This is an optimization exercise on Yosys and OpenROAD, whose aim is small area, not a production implementation.
No functional check of the RTL was part of this run.
Power figures rest on the tool's default switching activity, not on a simulated workload.

==> flow/design.v <==
module midi_decoder #(
    parameter N_PORTS   = 8,
    parameter SYSEX_CAP = 16
) (
    input  wire                     clk,
    input  wire                     rst,
    input  wire                     dec_valid,
    input  wire                     dec_ctrl,
    input  wire [7:0]               dec_data,
    output reg                      ev_valid,
    output reg  [2:0]               ev_cls,
    output reg  [3:0]               ev_kind,
    output reg  [7:0]               ev_status,
    output reg  [3:0]               ev_chan,
    output reg  [6:0]               ev_d1,
    output reg  [6:0]               ev_d2,
    output reg                      ev_has_d2,
    output reg  [13:0]              ev_val,
    output reg                      ev_eox,
    output reg  [3:0]               ev_port,
    output reg  [4:0]               ev_len,
    output reg  [SYSEX_CAP*8-1:0]   ev_raw,
    output wire [7:0]               dstat
);
    localparam [2:0] CLS_CV = 3'd0, CLS_SC = 3'd1, CLS_RT = 3'd2, CLS_SX = 3'd3, CLS_PS = 3'd5;
    localparam [2:0] C_RESET = 3'd0, C_RX_ERROR = 3'd1, C_IN_ROUTE_RESET = 3'd2, C_DSTAT_CLEAR = 3'd3;
    reg [7:0] rs;
    reg [4:0] pos;
    reg [4:0] expl;
    reg [7:0] buf_q [0:SYSEX_CAP-1];
    reg [3:0] in_port;
    reg       st_trunc, st_abort, st_range;
    assign dstat = {5'b0, st_range, st_abort, st_trunc};
    reg [7:0] rs_n;
    reg [4:0] pos_n;
    reg [4:0] expl_n;
    reg [7:0] buf_n [0:SYSEX_CAP-1];
    reg [3:0] in_port_n;
    reg       st_trunc_n, st_abort_n, st_range_n;
    reg        emit;
    reg [2:0]  e_cls;
    reg [7:0]  e_status;
    reg [4:0]  e_len;
    reg        e_eox;
    reg [3:0]  e_port;
    reg [7:0]  frame [0:SYSEX_CAP-1];
    wire [7:0] b       = dec_data;
    wire       sx_open = (pos != 5'd0) && (buf_q[0] == 8'hF0);
    reg [3:0] resolved;
    always @(*) begin
        if (b[6:0] == 7'h00 || b[6:0] == 7'h7F)
            resolved = 4'd1;
        else if (b[6:0] <= N_PORTS)
            resolved = b[3:0];
        else
            resolved = 4'd0;
    end
    integer i;
    always @(*) begin
        rs_n       = rs;
        pos_n      = pos;
        expl_n     = expl;
        in_port_n  = in_port;
        st_trunc_n = st_trunc;
        st_abort_n = st_abort;
        st_range_n = st_range;
        for (i = 0; i < SYSEX_CAP; i = i + 1) begin
            buf_n[i] = buf_q[i];
            frame[i] = buf_q[i];
        end
        emit     = 1'b0;
        e_cls    = CLS_CV;
        e_status = 8'h00;
        e_len    = 5'd0;
        e_eox    = 1'b0;
        e_port   = in_port;
        if (dec_valid && dec_ctrl) begin
            case (dec_data[2:0])
                C_RESET: begin
                    rs_n       = 8'h00;
                    pos_n      = 5'd0;
                    expl_n     = 5'd0;
                    in_port_n  = 4'd1;
                    st_trunc_n = 1'b0;
                    st_abort_n = 1'b0;
                    st_range_n = 1'b0;
                    for (i = 0; i < SYSEX_CAP; i = i + 1)
                        buf_n[i] = 8'h00;
                end
                C_RX_ERROR: begin
                    pos_n = 5'd0;
                    rs_n  = 8'h00;
                end
                C_IN_ROUTE_RESET: in_port_n = 4'd1;
                C_DSTAT_CLEAR: begin
                    st_trunc_n = 1'b0;
                    st_abort_n = 1'b0;
                    st_range_n = 1'b0;
                end
                default: ;   
            endcase
        end else if (dec_valid) begin
            if (b >= 8'hF8) begin
                emit     = 1'b1;
                e_cls    = CLS_RT;
                e_status = b;
                e_len    = 5'd1;
                frame[0] = b;
            end else if (b[7]) begin
                if (sx_open && b != 8'hF7)
                    st_abort_n = 1'b1;
                if (b <= 8'hEF) begin
                    rs_n     = b;
                    buf_n[0] = b;
                    pos_n    = 5'd1;
                    expl_n   = (b[7:4] == 4'hC || b[7:4] == 4'hD) ? 5'd2 : 5'd3;
                end else if (b == 8'hF0) begin
                    rs_n     = 8'h00;
                    buf_n[0] = 8'hF0;
                    pos_n    = 5'd1;
                    expl_n   = SYSEX_CAP;
                end else if (b == 8'hF7) begin
                    if (sx_open) begin
                        buf_n[pos[3:0]] = 8'hF7;
                        frame[pos[3:0]] = 8'hF7;
                        emit       = 1'b1;
                        e_cls      = CLS_SX;
                        e_status   = 8'hF0;
                        e_len      = pos + 5'd1;
                        e_eox      = 1'b1;
                    end
                    pos_n = 5'd0;
                    rs_n  = 8'h00;
                end else begin
                    rs_n = 8'h00;
                    if (b == 8'hF6) begin
                        pos_n    = 5'd0;
                        emit     = 1'b1;
                        e_cls    = CLS_SC;
                        e_status = 8'hF6;
                        e_len    = 5'd1;
                        frame[0] = 8'hF6;
                    end else begin
                        buf_n[0] = b;
                        pos_n    = 5'd1;
                        expl_n   = (b == 8'hF2) ? 5'd3 : 5'd2;
                    end
                end
            end else if (pos != 5'd0) begin
                buf_n[pos[3:0]] = b;
                frame[pos[3:0]] = b;
                pos_n      = pos + 5'd1;
                if (sx_open) begin
                    if (pos + 5'd1 == SYSEX_CAP) begin
                        emit       = 1'b1;
                        e_cls      = CLS_SX;
                        e_status   = 8'hF0;
                        e_len      = SYSEX_CAP;
                        st_trunc_n = 1'b1;
                        pos_n      = 5'd0;
                    end
                end else if (pos + 5'd1 == expl) begin
                    e_status = buf_q[0];
                    e_len    = expl;
                    pos_n    = (rs != 8'h00) ? 5'd1 : 5'd0;
                    if (buf_q[0] <= 8'hEF) begin
                        emit  = 1'b1;
                        e_cls = CLS_CV;
                    end else if (buf_q[0] == 8'hF5) begin
                        if (resolved == 4'd0) begin
                            st_range_n = 1'b1;
                        end else begin
                            emit      = 1'b1;
                            e_cls     = CLS_PS;
                            in_port_n = resolved;
                            e_port    = resolved;
                        end
                    end else begin
                        emit  = 1'b1;
                        e_cls = CLS_SC;
                    end
                end
            end
        end
    end
    reg [3:0]  r_kind;
    reg [3:0]  r_chan;
    reg [6:0]  r_d1, r_d2;
    reg        r_has_d2;
    reg [13:0] r_val;
    always @(*) begin
        r_kind   = (e_cls == CLS_CV) ? e_status[7:4] : (e_cls == CLS_SX) ? 4'd0 : e_status[3:0];
        r_chan   = (e_cls == CLS_CV) ? e_status[3:0] : 4'd0;
        r_d1     = 7'd0;
        r_d2     = 7'd0;
        r_has_d2 = 1'b0;
        r_val    = 14'd0;
        if ((e_cls == CLS_CV || e_cls == CLS_SC || e_cls == CLS_PS) && e_len >= 5'd2)
            r_d1 = frame[1][6:0];
        if ((e_cls == CLS_CV || e_cls == CLS_SC) && e_len == 5'd3) begin
            r_d2     = frame[2][6:0];
            r_has_d2 = 1'b1;
        end
        if ((e_cls == CLS_CV && r_kind == 4'hE) || (e_cls == CLS_SC && r_kind == 4'h2))
            r_val = {r_d2, r_d1} - 14'd8192;
        else if (e_cls == CLS_SC && (r_kind == 4'h1 || r_kind == 4'h3 || r_kind == 4'h4))
            r_val = {7'd0, r_d1};
    end
    always @(posedge clk) begin
        if (rst) begin
            rs        <= 8'h00;
            pos       <= 5'd0;
            expl      <= 5'd0;
            in_port   <= 4'd1;
            st_trunc  <= 1'b0;
            st_abort  <= 1'b0;
            st_range  <= 1'b0;
            for (i = 0; i < SYSEX_CAP; i = i + 1)
                buf_q[i] <= 8'h00;
            ev_valid  <= 1'b0;
            ev_cls    <= 3'd0;
            ev_kind   <= 4'd0;
            ev_status <= 8'h00;
            ev_chan   <= 4'd0;
            ev_d1     <= 7'd0;
            ev_d2     <= 7'd0;
            ev_has_d2 <= 1'b0;
            ev_val    <= 14'd0;
            ev_eox    <= 1'b0;
            ev_port   <= 4'd1;
            ev_len    <= 5'd0;
            ev_raw    <= {SYSEX_CAP*8{1'b0}};
        end else begin
            rs       <= rs_n;
            pos      <= pos_n;
            expl     <= expl_n;
            in_port  <= in_port_n;
            st_trunc <= st_trunc_n;
            st_abort <= st_abort_n;
            st_range <= st_range_n;
            for (i = 0; i < SYSEX_CAP; i = i + 1)
                buf_q[i] <= buf_n[i];
            ev_valid <= emit;
            if (emit) begin
                ev_cls    <= e_cls;
                ev_kind   <= r_kind;
                ev_status <= e_status;
                ev_chan   <= r_chan;
                ev_d1     <= r_d1;
                ev_d2     <= r_d2;
                ev_has_d2 <= r_has_d2;
                ev_val    <= r_val;
                ev_eox    <= e_eox;
                ev_port   <= e_port;
                ev_len    <= e_len;
                for (i = 0; i < SYSEX_CAP; i = i + 1)
                    ev_raw[i*8 +: 8] <= frame[i];
            end
        end
    end
endmodule
module midi_encoder #(
    parameter N_PORTS = 8,
    parameter SX_MAX  = 16,
    parameter EXT_CC  = 1
) (
    input  wire                     clk,
    input  wire                     rst,
    input  wire                     enc_valid,
    input  wire                     enc_ctrl,
    input  wire [2:0]               enc_code,
    input  wire [2:0]               cmd_cls,
    input  wire [3:0]               cmd_kind,
    input  wire [3:0]               cmd_chan,
    input  wire [7:0]               cmd_d1,
    input  wire [7:0]               cmd_d2,
    input  wire [15:0]              cmd_val,
    input  wire [15:0]              cmd_param,
    input  wire [4:0]               cmd_port,
    input  wire [4:0]               cmd_sx_len,
    input  wire [SX_MAX*8-1:0]      cmd_sx_data,
    output reg  [4:0]               tx_len,
    output reg  [(SX_MAX+2)*8-1:0]  tx_bytes,
    output wire [7:0]               estat
);
    localparam OUT_MAX = SX_MAX + 2;
    localparam [2:0] CLS_CV = 3'd0, CLS_SC = 3'd1, CLS_RT = 3'd2, CLS_SX = 3'd3, CLS_X14 = 3'd4;
    localparam [2:0] C_RESET = 3'd0, C_WRITE_ERROR = 3'd1, C_IDLE_EXPIRED = 3'd2,
                     C_SUBS_EDGE = 3'd3, C_ESTAT_CLEAR = 3'd4;
    reg [7:0] rs_out;
    reg       last_known;   
    reg [3:0] last_port;    
    reg       st_reject;
    assign estat = {7'b0, st_reject};
    reg sel_ok;
    always @(*) begin
        case (cmd_cls)
            CLS_CV:  sel_ok = (cmd_kind >= 4'h8 && cmd_kind <= 4'hE);
            CLS_SC:  sel_ok = (cmd_kind == 4'h1 || cmd_kind == 4'h2 || cmd_kind == 4'h3 || cmd_kind == 4'h6);
            CLS_RT:  sel_ok = (cmd_kind >= 4'h8 && cmd_kind != 4'hD);
            CLS_SX:  sel_ok = (cmd_kind == 4'h0) && (cmd_sx_len <= SX_MAX);
            CLS_X14: sel_ok = (EXT_CC != 0) && (cmd_kind <= 4'h2) &&
                              (cmd_kind != 4'h0 || cmd_param <= 16'd31);
            default: sel_ok = 1'b0;
        endcase
    end
    wire port_ok = (N_PORTS == 1) || (cmd_port >= 5'd1 && cmd_port <= N_PORTS);
    wire accept  = sel_ok && port_ok;
    wire [13:0] v14     = cmd_val[13:0];
    wire [13:0] w14     = v14 + 14'd8192;
    wire [13:0] p14     = cmd_param[13:0];
    wire [7:0]  cv_stat = {cmd_kind, cmd_chan};
    wire [7:0]  cc_stat = {4'hB, cmd_chan};
    wire pfx = (N_PORTS != 1) && (!last_known || last_port != cmd_port[3:0]);
    wire [7:0] rs_seen = pfx ? 8'h00 : rs_out;
    reg [7:0] body [0:SX_MAX-1];
    reg [4:0] body_len;
    reg [7:0] rs_after;
    integer i;
    always @(*) begin
        for (i = 0; i < SX_MAX; i = i + 1)
            body[i] = 8'h00;
        body_len = 5'd0;
        rs_after = rs_seen;
        case (cmd_cls)
            CLS_CV: begin
                rs_after = cv_stat;
                if (cv_stat != rs_seen) begin
                    body[0] = cv_stat;
                    body_len = 5'd1;
                end
                if (cmd_kind == 4'hE) begin
                    body[body_len[3:0]]        = {1'b0, w14[6:0]};
                    body[body_len[3:0] + 4'd1] = {1'b0, w14[13:7]};
                    body_len              = body_len + 5'd2;
                end else if (cmd_kind == 4'hC || cmd_kind == 4'hD) begin
                    body[body_len[3:0]] = {1'b0, cmd_d1[6:0]};
                    body_len       = body_len + 5'd1;
                end else begin
                    body[body_len[3:0]]        = {1'b0, cmd_d1[6:0]};
                    body[body_len[3:0] + 4'd1] = {1'b0, cmd_d2[6:0]};
                    body_len              = body_len + 5'd2;
                end
            end
            CLS_SC: begin
                rs_after = 8'h00;
                body[0]  = {4'hF, cmd_kind};
                case (cmd_kind)
                    4'h2: begin
                        body[1]  = {1'b0, w14[6:0]};
                        body[2]  = {1'b0, w14[13:7]};
                        body_len = 5'd3;
                    end
                    4'h6: body_len = 5'd1;
                    default: begin
                        body[1]  = {1'b0, cmd_val[6:0]};
                        body_len = 5'd2;
                    end
                endcase
            end
            CLS_RT: begin
                body[0]  = {4'hF, cmd_kind};
                body_len = 5'd1;
            end
            CLS_SX: begin
                rs_after = 8'h00;
                for (i = 0; i < SX_MAX; i = i + 1)
                    body[i] = cmd_sx_data[i*8 +: 8];
                body_len = cmd_sx_len;
            end
            default: begin   
                rs_after = cc_stat;
                body[0]  = cc_stat;
                if (cmd_kind == 4'h0) begin
                    body[1]  = {3'b000, cmd_param[4:0]};
                    body[2]  = {1'b0, v14[13:7]};
                    body[3]  = {3'b001, cmd_param[4:0]};
                    body[4]  = {1'b0, v14[6:0]};
                    body_len = 5'd5;
                end else begin
                    body[1]  = (cmd_kind == 4'h1) ? 8'h63 : 8'h65;
                    body[2]  = {1'b0, p14[13:7]};
                    body[3]  = (cmd_kind == 4'h1) ? 8'h62 : 8'h64;
                    body[4]  = {1'b0, p14[6:0]};
                    body[5]  = 8'h06;
                    body[6]  = {1'b0, v14[13:7]};
                    body[7]  = 8'h26;
                    body[8]  = {1'b0, v14[6:0]};
                    body_len = 5'd9;
                end
            end
        endcase
    end
    reg [7:0] outb [0:OUT_MAX-1];
    reg [4:0] out_len;
    always @(*) begin
        for (i = 0; i < OUT_MAX; i = i + 1)
            outb[i] = 8'h00;
        if (pfx) begin
            outb[0] = 8'hF5;
            outb[1] = {3'b000, cmd_port};
            for (i = 0; i < SX_MAX; i = i + 1)
                outb[i + 2] = body[i];
            out_len = body_len + 5'd2;
        end else begin
            for (i = 0; i < SX_MAX; i = i + 1)
                outb[i] = body[i];
            out_len = body_len;
        end
    end
    always @(posedge clk) begin
        if (rst) begin
            rs_out     <= 8'h00;
            last_known <= 1'b0;
            last_port  <= 4'd0;
            st_reject  <= 1'b0;
            tx_len     <= 5'd0;
            tx_bytes   <= {OUT_MAX*8{1'b0}};
        end else begin
            tx_len <= 5'd0;
            if (enc_valid && enc_ctrl) begin
                case (enc_code)
                    C_RESET: begin
                        rs_out     <= 8'h00;
                        last_known <= 1'b0;
                        st_reject  <= 1'b0;
                    end
                    C_WRITE_ERROR: begin
                        rs_out     <= 8'h00;
                        last_known <= 1'b0;
                    end
                    C_IDLE_EXPIRED, C_SUBS_EDGE: last_known <= 1'b0;
                    C_ESTAT_CLEAR: st_reject <= 1'b0;
                    default: ;   
                endcase
            end else if (enc_valid) begin
                if (!accept) begin
                    st_reject <= 1'b1;
                end else begin
                    rs_out <= rs_after;
                    if (pfx) begin
                        last_known <= 1'b1;
                        last_port  <= cmd_port[3:0];
                    end
                    tx_len <= out_len;
                    for (i = 0; i < OUT_MAX; i = i + 1)
                        tx_bytes[i*8 +: 8] <= outb[i];
                end
            end
        end
    end
endmodule
module midi_framer (
    input  wire         clk,
    input  wire         rst,
    input  wire         dec_valid,
    input  wire         dec_ctrl,
    input  wire [7:0]   dec_data,
    output wire         ev_valid,
    output wire [2:0]   ev_cls,
    output wire [3:0]   ev_kind,
    output wire [7:0]   ev_status,
    output wire [3:0]   ev_chan,
    output wire [6:0]   ev_d1,
    output wire [6:0]   ev_d2,
    output wire         ev_has_d2,
    output wire [13:0]  ev_val,
    output wire         ev_eox,
    output wire [3:0]   ev_port,
    output wire [4:0]   ev_len,
    output wire [127:0] ev_raw,
    output wire [7:0]   dstat,
    input  wire         enc_valid,
    input  wire         enc_ctrl,
    input  wire [2:0]   enc_code,
    input  wire [2:0]   cmd_cls,
    input  wire [3:0]   cmd_kind,
    input  wire [3:0]   cmd_chan,
    input  wire [7:0]   cmd_d1,
    input  wire [7:0]   cmd_d2,
    input  wire [15:0]  cmd_val,
    input  wire [15:0]  cmd_param,
    input  wire [4:0]   cmd_port,
    input  wire [4:0]   cmd_sx_len,
    input  wire [127:0] cmd_sx_data,
    output wire [4:0]   tx_len,
    output wire [143:0] tx_bytes,
    output wire [7:0]   estat
);
    midi_decoder #(.N_PORTS(8), .SYSEX_CAP(16)) u_dec (
        .clk(clk), .rst(rst),
        .dec_valid(dec_valid), .dec_ctrl(dec_ctrl), .dec_data(dec_data),
        .ev_valid(ev_valid), .ev_cls(ev_cls), .ev_kind(ev_kind), .ev_status(ev_status),
        .ev_chan(ev_chan), .ev_d1(ev_d1), .ev_d2(ev_d2), .ev_has_d2(ev_has_d2),
        .ev_val(ev_val), .ev_eox(ev_eox), .ev_port(ev_port), .ev_len(ev_len),
        .ev_raw(ev_raw), .dstat(dstat)
    );
    midi_encoder #(.N_PORTS(8), .SX_MAX(16), .EXT_CC(1)) u_enc (
        .clk(clk), .rst(rst),
        .enc_valid(enc_valid), .enc_ctrl(enc_ctrl), .enc_code(enc_code),
        .cmd_cls(cmd_cls), .cmd_kind(cmd_kind), .cmd_chan(cmd_chan),
        .cmd_d1(cmd_d1), .cmd_d2(cmd_d2), .cmd_val(cmd_val), .cmd_param(cmd_param),
        .cmd_port(cmd_port), .cmd_sx_len(cmd_sx_len), .cmd_sx_data(cmd_sx_data),
        .tx_len(tx_len), .tx_bytes(tx_bytes), .estat(estat)
    );
endmodule
==> flow/run.sh <==
#!/bin/bash
# synth_recipe.tcl (not shown) runs the flow's synth.tcl, then flattens the netlist and writes it again
# the make line also repeats each setting of config.mk as NAME=value (left out here)
make -C /OpenROAD-flow-scripts/flow DESIGN_CONFIG=/design/flow/config.mk WORK_HOME=/design/flow/orfs CLKGATE_MAP_FILE= SYNTH_SCRIPT=/design/flow/synth_recipe.tcl finish
==> flow/config.mk <==
export PLATFORM = sky130hd
export DESIGN_NAME = midi_framer
export DESIGN_NICKNAME = midi_framer
export VERILOG_FILES = /design/flow/design.v
export SDC_FILE = /design/flow/constraint.sdc
export NUM_CORES = 4
export LEC_CHECK = 0
export CAP_MARGIN = 20
export CORE_MARGIN = 2
export CORE_UTILIZATION = 40
export PLACE_DENSITY = 0.6
export SLEW_MARGIN = 20
==> flow/constraint.sdc <==
create_clock -name core_clock -period 10.0 [get_ports {clk}]
set_input_delay 2.0000 -clock core_clock [delete_from_list [all_inputs] [get_ports {clk}]]
set_output_delay 2.0000 -clock core_clock [all_outputs]
set_load 0.01 [all_outputs]
==> metrics.md <==
| Metric | Value |
|---|---|
| Outcome | finished clean |
| Reg-to-reg startpoint | u_dec.pos[0] |
| Hold buffers post-CTS | 0 |
| Leakage | 0.0110 µW |
| Register area | 10000 µm² |
| Setup slack after layout | 4120 ps |
| RSZ-0062 raised after global routing | no |
| Worst Hold Depth | 2 |
| Setup TNS | 0 ps |
| WP data required | 10480 ps |
| Synth top area share | 0.417 |
| Async set or reset register ratio after synthesis | 0 |
| Die area | 62100 µm² |
| Row Count | 89 |
| Final-report hold violation count | 0 |
| Total gr overflow | 0 |
| Seq cells post-synth | 501 |
| Fin. max-slew vios | 0 |
| WHS Endpoint | u_dec.ev_raw[107] |
| Clock Root Buffer | clkbuf_16 |
| Crit Path Category | in -> reg |
| Post-synth EDFFs | 0 |
| DP HPWL | 79900 µm |
| R2r setup slk | 5140 ps |
| Worst-path maximum fanout | 81 |
| Post-layout net count | 3719 |
| Clock slew at reported path FFs | 70 ps |
| Post-synthesis sequential area ratio | 0.417 |
| Area leader, netlist | dfxtp_1 |
| Critical R2R Capture | u_dec.ev_raw[27] |
| Commonest register cell after synthesis | dfxtp_1 |
| Gp weighted congestion | 0.991 |
| Die Height | 249 µm |
| Avg Synthesized Cell Area | 7.74 µm² |
| Area contributors post-synth | dfxtp_1 42%, a21oi_1 8.4%, nor2_1 7.7% |
| Final Skew | 31.1 ps |
| Boundary Pins | 566 |
| Initial DRT Pass Iterations | 7 |
| Final Cycle Share | 0.588 |
| Post-synthesis cell count | 3103 |
| Fraction of layout cells with a size suffix above 1 | 0.0630 |
| Layout area overhead | 32.1% |
| Least-Margin Pin Slew | 1100 ps |
| Core area | 59200 µm² |
| First-pass GRT wire length | 162000 µm |
| DRC Markers | 0 |
| H-tree levels | 2 |
| Initial DRC count | 3041 |
| Synth cell types | 102 |
| Starting Density | 0.406 |
| Vias per cell | 6.03 |
| Fillers | 5687 |
| Worst path arrival time | 6350 ps |
| I/O Buffers | 549 |
| Synthesis Warnings | 7 |
| Most frequent cells in the layout | 548 x clkdlybuf4s50_1, 501 x dfxtp_1, 488 x nor2_1 |
| Clock period minus worst slack | 5880 ps |
| Post-CTS Setup Bufs | 0 |
| DR vias | 26000 |
| Largest net degree at the start of global routing | 156 |
| DRT Wirelength | 111000 µm |
| Hold slack | 451 ps |
| # clock sinks | 501 |
| Post-DRT Antenna Nets | 0 |
| CTS resizes | 0 |
| Worst Min Path Start | u_dec.ev_raw[107] |
| TritonCTS buffer count | 56 |
| PnR Total Power | 4720 µW |
| Max Cap Viol | 0 |
| Synth Cell Area | 24000 µm² |
| Antenna violations before repair | 4 |
| F_max | 170 MHz |
| CTS tree | done |
| Vias in the first global route | 24100 |
| Crit end category | flip-flop |
| Pre-CTS WS | 3590 ps |
| Reg2Reg Depth | 11 |
| Routed wire length per instance | 25.7 µm |
| GRT Overall Usage | 0.341 |
| Clk Latency, worst-skew pair | 630 ps |
| Startpoint Class | primary input |
| Die width | 249 µm |
| DP Area | 29800 µm² |
| Setup Viol. Count Final | 0 |
| Finished Cell Area | 31700 µm² |
| Cell Pwr Density | 149 nW/µm² |
| HP Class | reg -> reg |
| Clock Tree Buf Depth | 3 |
| Max_slew headroom | 0.266 |
| Area of the multi-input gates | 12800 µm² |
| Maximum vdd ir drop | 0.149 mV |
| Most common cell after layout, fill and taps aside | clkdlybuf4s50_1 |
-- final cells by class --
type,instances,share of cell area
multi-input combinational,2313,0.403
sequential,501,0.316
clock buffer,76,0.0509
antenna,2,0.000158
timing repair buffer,596,0.185
tap,773,0.0305
clock inverter,25,0.0112
inverter,30,0.00355
-- layer usage --
| layer | share of wire | wire, µm | global-route usage | vias to the layer above |
|---|---|---|---|---|
| met1 | 0.41 | 45700 | 0.448 | 12600 |
| met2 | 0.46 | 50900 | 0.551 | 1300 |
| met5 | 0.00024 | 27 | 0 | - |
| met4 | 0.037 | 4090 | 0.124 | 4 |
| li1 | - | - | - | 11900 |
| met3 | 0.091 | 10100 | 0.0732 | 194 |
-- through the flow --
stage / cells / utilization
after detailed placement: 4213 / 0.502
after global placement: 4213 / 0.502
after floorplan: 3114 / -
final: 4316 / 0.536
after global routing: 4316 / 0.536
after CTS: 4314 / 0.536
-- cells in the mapped netlist (all sizes together) (11+ instances only) --
master and number:
xor2 11, inv 28, dfxtp 501, mux2 16, a22oi 72, a21o 19
nor2 496, a32oi 16, a31oi 40, a21oi 405, nand2 366, or3 15
nor2b 11, buf 107, mux2i 61, o221ai 11, o22ai 14, clkbuf 163
nor3 165, a221oi 21, nand3 108, a211oi 68, a311oi 26, nand4 15
o21ai 119, and3 16, nor4 19, o211ai 23
-- logic make-up after synthesis --
kind of cell	synth area share
buffers and inverters	0.0548
XOR/XNOR	0.00823
flip-flops	0.417
multiplexers	0.0329
adder cells (fa/ha/maj)	0.00364
other	0.000156
AO/OA/AOI/OAI	0.251
AND/OR/NAND/NOR	0.232
-- worst max path at each step --
| stage | startpoint | end | slack, ps | depth (start not counted) |
|---|---|---|---|---|
| floorplan | cmd_port[0] | u_enc.tx_len[2] | 5510 | 14 |
| global placement | dec_data[7] | u_dec.ev_raw[27] | 3600 | 12 |
| detailed placement | dec_data[7] | u_dec.ev_raw[27] | 3590 | 12 |
| CTS | dec_data[7] | u_dec.ev_raw[27] | 4230 | 12 |
| global route | dec_data[7] | u_dec.ev_raw[27] | 3910 | 12 |
| finish | dec_data[7] | u_dec.ev_raw[27] | 4120 | 12 |
-- state kept, by name, indices dropped and copies added (netlist names), 4 cells and up --
register,count
u_enc.tx_bytes,144
u_dec.buf_q,128
u_dec.ev_raw,128
u_dec.ev_val,14
u_dec.ev_status,8
u_dec.rs,8
u_enc.rs_out,8
u_dec.ev_d1,7
u_dec.ev_d2,7
u_dec.ev_len,5
u_dec.pos,5
u_enc.tx_len,5
u_dec.ev_chan,4
u_dec.ev_kind,4
u_dec.ev_port,4
u_dec.in_port,4
u_enc.last_port,4
-- worst max-delay path, cell delays in order --
cell,delay [ps]
clkdlybuf4s50_1,470
buf_4,360
inv_1,500
a211oi_1,520
a2111oi_4,120
o21a_2,210
a21oi_4,160
buf_4,690
buf_4,780
nor2_1,180
a21oi_1,160
nor2_1,50
-- power breakdown --
group	switching (µW)	internal, µW
combinational	313	169
clock	898	1320
sequential	14.2	2010
total	1220	3500

## afterwards: timing with drivers on the ports
Ports are ideal in the flow. The routed layout listed here was re-timed in OpenROAD.
Step 1 (the two cells are an assumption about what drives the block):
set clk [get_ports {clk}]
set_driving_cell -lib_cell sky130_fd_sc_hd__clkbuf_16 $clk
set_driving_cell -lib_cell sky130_fd_sc_hd__buf_2 [delete_from_list [all_inputs] $clk]
Step 2 adds t to the input delays and takes it off the output delays; t is the mean of the earliest and latest rising clock arrival at the registers after step 1. Input paths then give back, and output paths get back, about the clock's delay inside the block.
Three values: ideal ports, drivers, drivers and shift; two values: the first two.
t (ns): 0.681
slack for setup (ns): 4.123 / 4.161 / 3.480
worst hold slack (ns): 0.451 / 0.451 / 0.451
worst setup path at the end: input to register
worst slew at a driven data input, ns: 0.14
After both steps this run still meets setup and hold. The setup slack of this run moves by +0.038 ns with the drivers and by -0.643 ns with both steps.
